Background: an optimization exercise with open tools, aiming at small area. Do not read the settings as production practice.
RTL that was checked went through simulation tests only; none was proved equivalent to the original.
Power is estimated from default activity; no workload was simulated.

==> job 9219: inputs <==
==> flow/design.v (excerpt) <==
module pcodec (
  input  wire        clk,
  input  wire        rst,
  input  wire        start,
  input  wire [7:0]  op,
  input  wire [19:0] a_len,
  input  wire [19:0] out_cap,
  output wire        busy,
  output wire        done,
  output wire        fatal,
  output wire [3:0]  err,
  output wire [19:0] err_off,
  output wire [19:0] out_len,
  output wire        in_re,
  output wire [19:0] in_addr,
  input  wire [7:0]  in_rdata,
  output wire        out_we,
  output wire [19:0] out_addr,
  output reg  [7:0]  out_wdata
);
export LEC_CHECK = 0
export ABC_AREA = 1
export CAP_MARGIN = 20
export CORE_MARGIN = 2
export CORE_UTILIZATION = 40
export SLEW_MARGIN = 20
create_clock -name core_clock -period 10.0 [get_ports {clk}]
standard.sh (not shown) runs the stock make flow with config.mk's settings and CLKGATE_MAP_FILE= SYNTH_SCRIPT=/design/flow/synth_recipe.tcl, a recipe that flattens the netlist after the stock synthesis.
==> flow/flow/run.sh <==
#!/bin/bash
set -euo pipefail
export BUFFER_PORTS_ARGS="-buffer_cell sky130_fd_sc_hd__buf_1"
export CTS_ARGS="-sink_clustering_enable -repair_clock_nets -dont_use_dummy_load -buf_list {sky130_fd_sc_hd__clkbuf_4 sky130_fd_sc_hd__clkbuf_8}"
bash standard.sh finish > standard_flow.log 2>&1
==> job 8623 (differences from job 9219) <==
--- a/flow/design.v
+++ b/flow/design.v
@@ -70,13 +70,13 @@
   reg [4:0]  st;
   reg [PW-1:0] ph;
   reg [19:0] N, CAP, RP, OP, HD, RC;
   reg        ob;           
   reg [7:0]  B, D;
   reg [2:0]  idx;
-  reg [3:0]  errc;
+  reg [2:0]  errc;    
   reg        wp;
   reg        f1;    
   reg        f2;    
   reg        f3;    
   reg        rp_cy, op_cy, hd_cy, rc_cy;
   reg        ca_cy, ca_hz, ca_d0, ca_d1;
@@ -203,17 +203,17 @@
       C_SC: begin
         if (p1) begin
           if (cat_new | cat_lb) rc_set = 1'b1;
           else if (cat_sec | cat_m) rc_ci = 1'b1;
         end else if (f3) rc_ld = 1'b1;
       end
-      D_I2: begin rc_ld = 1'b1; rc_ldd = (ph >= 1 && ph <= BD) ? B[G-1:0] : {G{1'b0}}; end
+      D_I2: begin rc_ld = 1'b1; rc_ldd = (ph >= 1 && ph <= BD) ? D[G-1:0] : {G{1'b0}}; end
       D_I3: begin
         rc_ld = 1'b1;
         rc_ldd = (ph >= 1 && ph <= BD) ? RC[G-1:0] :
-                 (ph >= BD + 1 && ph <= 2*BD) ? D[G-1:0] : {G{1'b0}};
+                 (ph >= BD + 1 && ph <= 2*BD) ? B[G-1:0] : {G{1'b0}};
       end
       D_EM: rc_dec = 1'b1;
       default: ;
     endcase
   end
   wire         rc_c = p1 ? rc_ci : rc_cy;
@@ -256,15 +256,16 @@
   wire [G-1:0] dl_d  = dl_t2[G-1:0];
   wire [G-1:0] kcd   = (st == C_RA) ? dig(20'h0000B, ph) : dig(20'h0FFFF, ph);
   wire         klt_in = p0 ? 1'b0 : k_lt;
   wire         keq_in = p0 ? 1'b1 : k_eq;
   wire         klt_nx = (dl_d < kcd) | ((dl_d == kcd) & klt_in);
   wire         keq_nx = keq_in & (dl_d == kcd);
-  wire offv = ~errc[3] & (errc[2] | (errc[1] & errc[0])) & ~(errc[2] & errc[1] & errc[0]);
+  wire e8   = (errc == 3'd1);
+  wire offv = (errc == 3'd3) | (errc == 3'd4) | (errc == 3'd5) | (errc == 3'd6);
   assign fatal    = done & (|errc);
-  assign err      = errc & {4{done}};
+  assign err      = {e8, errc[2:1], errc[0] & ~e8} & {4{done}};
   assign err_off  = OP & {20{done & offv}};
   assign out_len  = OP & {20{done & ~(|errc)}};
   assign in_addr  = RP;
   assign out_addr = OP;
   assign in_re    = p0 & ((st == C_SC) | (st == C_RB) | (st == C_SB) |
                           (st == D_H0) | (((st == D_H1) | (st == D_H2)) & ~(|errc)) |
@@ -279,13 +280,13 @@
     endcase
   end
   assign out_we = p0 & wr_en & olt;
   wire wd_cd  = (st == C_CD);
   wire wd_hc  = (st == C_HC);
   wire wd_cst = (wd_cd & ~idx[2]) | (wd_hc & ((idx == 3'd0) | (f3)));
-  wire wd_b   = (wd_cd & (idx == 3'd7)) | (wd_hc & (idx == 3'd2)) | (st == D_EM);
+  wire wd_b   = (wd_cd & (idx == 3'd7)) | (wd_hc & (idx == 3'd2));
   wire wd_ff  = wd_hc & (idx != 3'd0);
   wire wd_one = wd_cd & (idx[2:1] == 2'd0);
   wire wd_five = wd_cd & (idx == 3'd1);
   wire [7:0] wd_k = {{5{wd_ff}}, wd_ff | wd_five, wd_ff, wd_ff | wd_one};
   always @(*) begin
     if (wd_cst) out_wdata = wd_k;
@@ -319,22 +320,22 @@
     case (st)
       C_SC: if (p1) begin
               D <= in_rdata;
               if (cat_new | cat_lb) B <= in_rdata;
               if (cat_sec) B <= sum;
             end
-      C_RB, C_SB, D_H2, D_I2, D_I4: if (p1) D <= in_rdata;
-      D_H1, D_I1, D_I3: if (p1) B <= in_rdata;
+      C_RB, C_SB, D_H2, D_I1, D_I3: if (p1) D <= in_rdata;
+      D_H1, D_I2, D_I4: if (p1) B <= in_rdata;
       D_DC: if (p1 && wp) D <= in_rdata;
-      D_EM: if (p1) B <= sum;
+      D_EM: if (p1) D <= sum;
       default: ;
     endcase
-    if (((st == D_H3) && ph < BD) || ((st == D_I2) && ph >= 1 && ph <= BD) ||
+    if (((st == D_H3) && ph < BD) || ((st == D_I3) && ph >= BD + 1 && ph <= 2*BD) ||
         (hc0sh && ph >= BD && ph < 2*BD))
       B <= {sh_in, B[7:G]};
-    if (((st == D_H3) && ph >= BD && ph < 2*BD) || ((st == D_I3) && ph >= BD + 1 && ph <= 2*BD) ||
+    if (((st == D_H3) && ph >= BD && ph < 2*BD) || ((st == D_I2) && ph >= 1 && ph <= BD) ||
         (hc0sh && ph < BD) ||
         ((st == C_CD) && (((idx == 3'd4) && ph >= 1 && ph <= BD) ||
                           ((idx == 3'd5) && ph >= BD + 1 && ph <= 2*BD))))
       D <= {sh_in, D[7:G]};
     if (st == C_SC && p1) begin
       wp   <= wp_sc;
@@ -347,22 +348,21 @@
       f2 <= in_rdata[0];
     end
     if (st == D_I0 && p1) f1 <= (in_rdata != 8'd0);
     if ((st == D_I4 || st == D_EM) && p1) f3 <= (st == D_I4) ? rc_z : rc_one;
     if (rst) begin
       st <= S_IDLE;
-      errc <= 4'd0;
     end else if (idle) begin
       if (start) begin
-        if (op == 8'h01) begin st <= C_INIT; errc <= 4'd0; end
-        else if (op == 8'h02) begin st <= D_INIT; errc <= 4'd0; end
-        else begin st <= S_DONE; errc <= 4'd8; end
+        if (op == 8'h01) begin st <= C_INIT; errc <= 3'd0; end
+        else if (op == 8'h02) begin st <= D_INIT; errc <= 3'd0; end
+        else begin st <= S_DONE; errc <= 3'd1; end
       end
     end else if (p0 && wr_en && !olt && ((st == C_CD) || (st == D_DC) || (st == D_EM))) begin
       st <= S_DONE;
-      errc <= 4'd7;
+      errc <= 3'd7;
     end else if (plast) begin
       case (st)
         C_INIT: begin
           wp <= 1'b0;
           st <= eq0_f ? C_OPN : C_SC;
         end
@@ -403,41 +403,41 @@
         C_HC: begin
           idx <= idx + 3'd1;
           if (idx == 3'd2) begin
             if (f3) st <= eq0_f ? C_EW : C_SC;
             else if (!f2) begin
               st <= S_DONE;
-              if (!ole_f) errc <= 4'd7;
+              if (!ole_f) errc <= 3'd7;
             end else
               st <= eq0_f ? S_DONE : C_SB;
           end
         end
         C_SB: begin
           wp <= 1'b1;
           st <= eq0_f ? C_EW : C_SC;
         end
         D_INIT, D_SECT: st <= eq0_f ? S_DONE : D_H0;
         D_H0: begin
-          if (lt2_f) errc <= 4'd5;
-          else if (f1) errc <= 4'd3;
+          if (lt2_f) errc <= 3'd5;
+          else if (f1) errc <= 3'd3;
           st <= D_H1;
         end
         D_H1: st <= D_H2;
         D_H2: st <= (|errc) ? D_ERR : D_H3;
         D_H3: begin
           wp <= 1'b0;
-          if (gt_f) begin st <= D_ERR; errc <= 4'd5; end
+          if (gt_f) begin st <= D_ERR; errc <= 3'd5; end
           else if (eq0_f) st <= D_SECT;
           else st <= f2 ? D_I0 : D_DC;
         end
         D_DC: begin
           if (!wp) st <= D_SECT;
         end
         D_I0: begin
-          if (f1) begin st <= D_ERR; errc <= 4'd4; end
-          else if (lt3_f) begin st <= D_ERR; errc <= 4'd6; end
+          if (f1) begin st <= D_ERR; errc <= 3'd4; end
+          else if (lt3_f) begin st <= D_ERR; errc <= 3'd6; end
           else st <= D_I1;
         end
         D_I1: st <= D_I2;
         D_I2: st <= D_I3;
         D_I3: st <= D_I4;
         D_I4: begin
==> flow/flow/run.sh (replaced) <==
#!/bin/bash
# The standard layout (standard.sh) with three changes:
#  - synthesis maps the logic with the ABC script in flow/abc_area.script
#    (ORFS's scripts folder is copied and only that file replaced; registers,
#    yosys passes, flattening and renaming are those of the standard synthesis),
#  - the port buffers that global placement inserts on every input and output
#    port use the smallest buffer cell,
#  - the clock tree is built from clkbuf_4/clkbuf_8 cells without dummy loads.
set -euo pipefail
rm -rf scripts_custom
cp -r "$FLOW_HOME/scripts" scripts_custom
cp flow/abc_area.script scripts_custom/abc_area.script
export BUFFER_PORTS_ARGS="-buffer_cell sky130_fd_sc_hd__buf_1"
export CTS_ARGS="-sink_clustering_enable -repair_clock_nets -dont_use_dummy_load -buf_list {sky130_fd_sc_hd__clkbuf_4 sky130_fd_sc_hd__clkbuf_8}"
bash standard.sh SCRIPTS_DIR="$PWD/scripts_custom" finish > standard_flow.log 2>&1
==> flow/flow/abc_area.script (new file) <==
strash
&get -n
&deepsyn -T 60
&put
dch -f
amap
topo
CAP_MARGIN = 5   (was 20)
SLEW_MARGIN = 5   (was 20)
==> summary.txt <==
	job 8623	job 9219
Run status	no timing/DRC/antenna violations	no timing/DRC/antenna violations
Sequential power share	0.410	0.347
Critical Path RT	10.36 ns	10.32 ns
Synthesized netlist net count	948	1,213
Switching Fraction	0.425	0.485
Syn Std Cell Area	7820 µm²	8800 µm²
Pre-CTS WS	1.49 ns	3.04 ns
Share of the clock period used by the worst path	0.864	0.657
Internal power contribution	1670 µW	1880 µW
Maximum fanout along the worst path	16	5
Routability congestion estimate from global placement	1.01	0.957
Fill cell count	1,904	2,231
End-of-flow core utilization	0.468	0.456
Area added between synthesis and finish	15.7%	12.4%
Clock network power consumption	360 µW	368 µW
DP Wirelength	18.5 mm	19.5 mm
Relative contribution of the clock network to total power	0.124	0.101
Final layout net count	1,132	1,368
Setup slack of the worst register-to-register path	1.36 ns	3.64 ns
Seq Cell Count	170	171
Detailed-routing wirelength on met1	10.7 mm	11.9 mm
Post-synthesis adder-cell area fraction	0.0723	0.0643
Fraction of layout cells with a size suffix above 1	0.0269	0.0761
Maximum cell stage delay along the critical path	0.80 ns	0.47 ns
Inserted tap cell count	265	280
Source of the worst register-to-register timing path	RC[14]$_DFF_P_	st[0]$_SDFFE_PP0P_
Function not checked in job 9219: the RTL went through the layout flow alone.

-- separate check: timing with driven ports --
No port has a modelled driver above. Below, the same layouts with a new extraction and two added sets of constraints. Step 1 (the two cells are an assumption about what drives the block):
set clk [get_ports {clk}]
set_driving_cell -lib_cell sky130_fd_sc_hd__clkbuf_16 $clk
set_driving_cell -lib_cell sky130_fd_sc_hd__buf_2 [delete_from_list [all_inputs] $clk]
Step 2 also shifts input and output timing later by t, the mid clock arrival at the registers, as if the neighbouring blocks saw the same clock. Slacks: ideal ports / drivers / drivers and shift; pairs: ideal ports / drivers.
run | shift t [ns] | slack for setup (ns) | worst setup path at the end
job 9219 | 0.488 | 3.427 / 3.454 / 2.967 | input to register
job 8623 | 0.482 | 1.363 / 1.363 / 1.363 | register to register
After both steps setup and hold are still met in every run listed. For job 9219, which loses most, drivers alone change the setup slack by +0.027 ns; drivers and shift together by -0.460 ns.
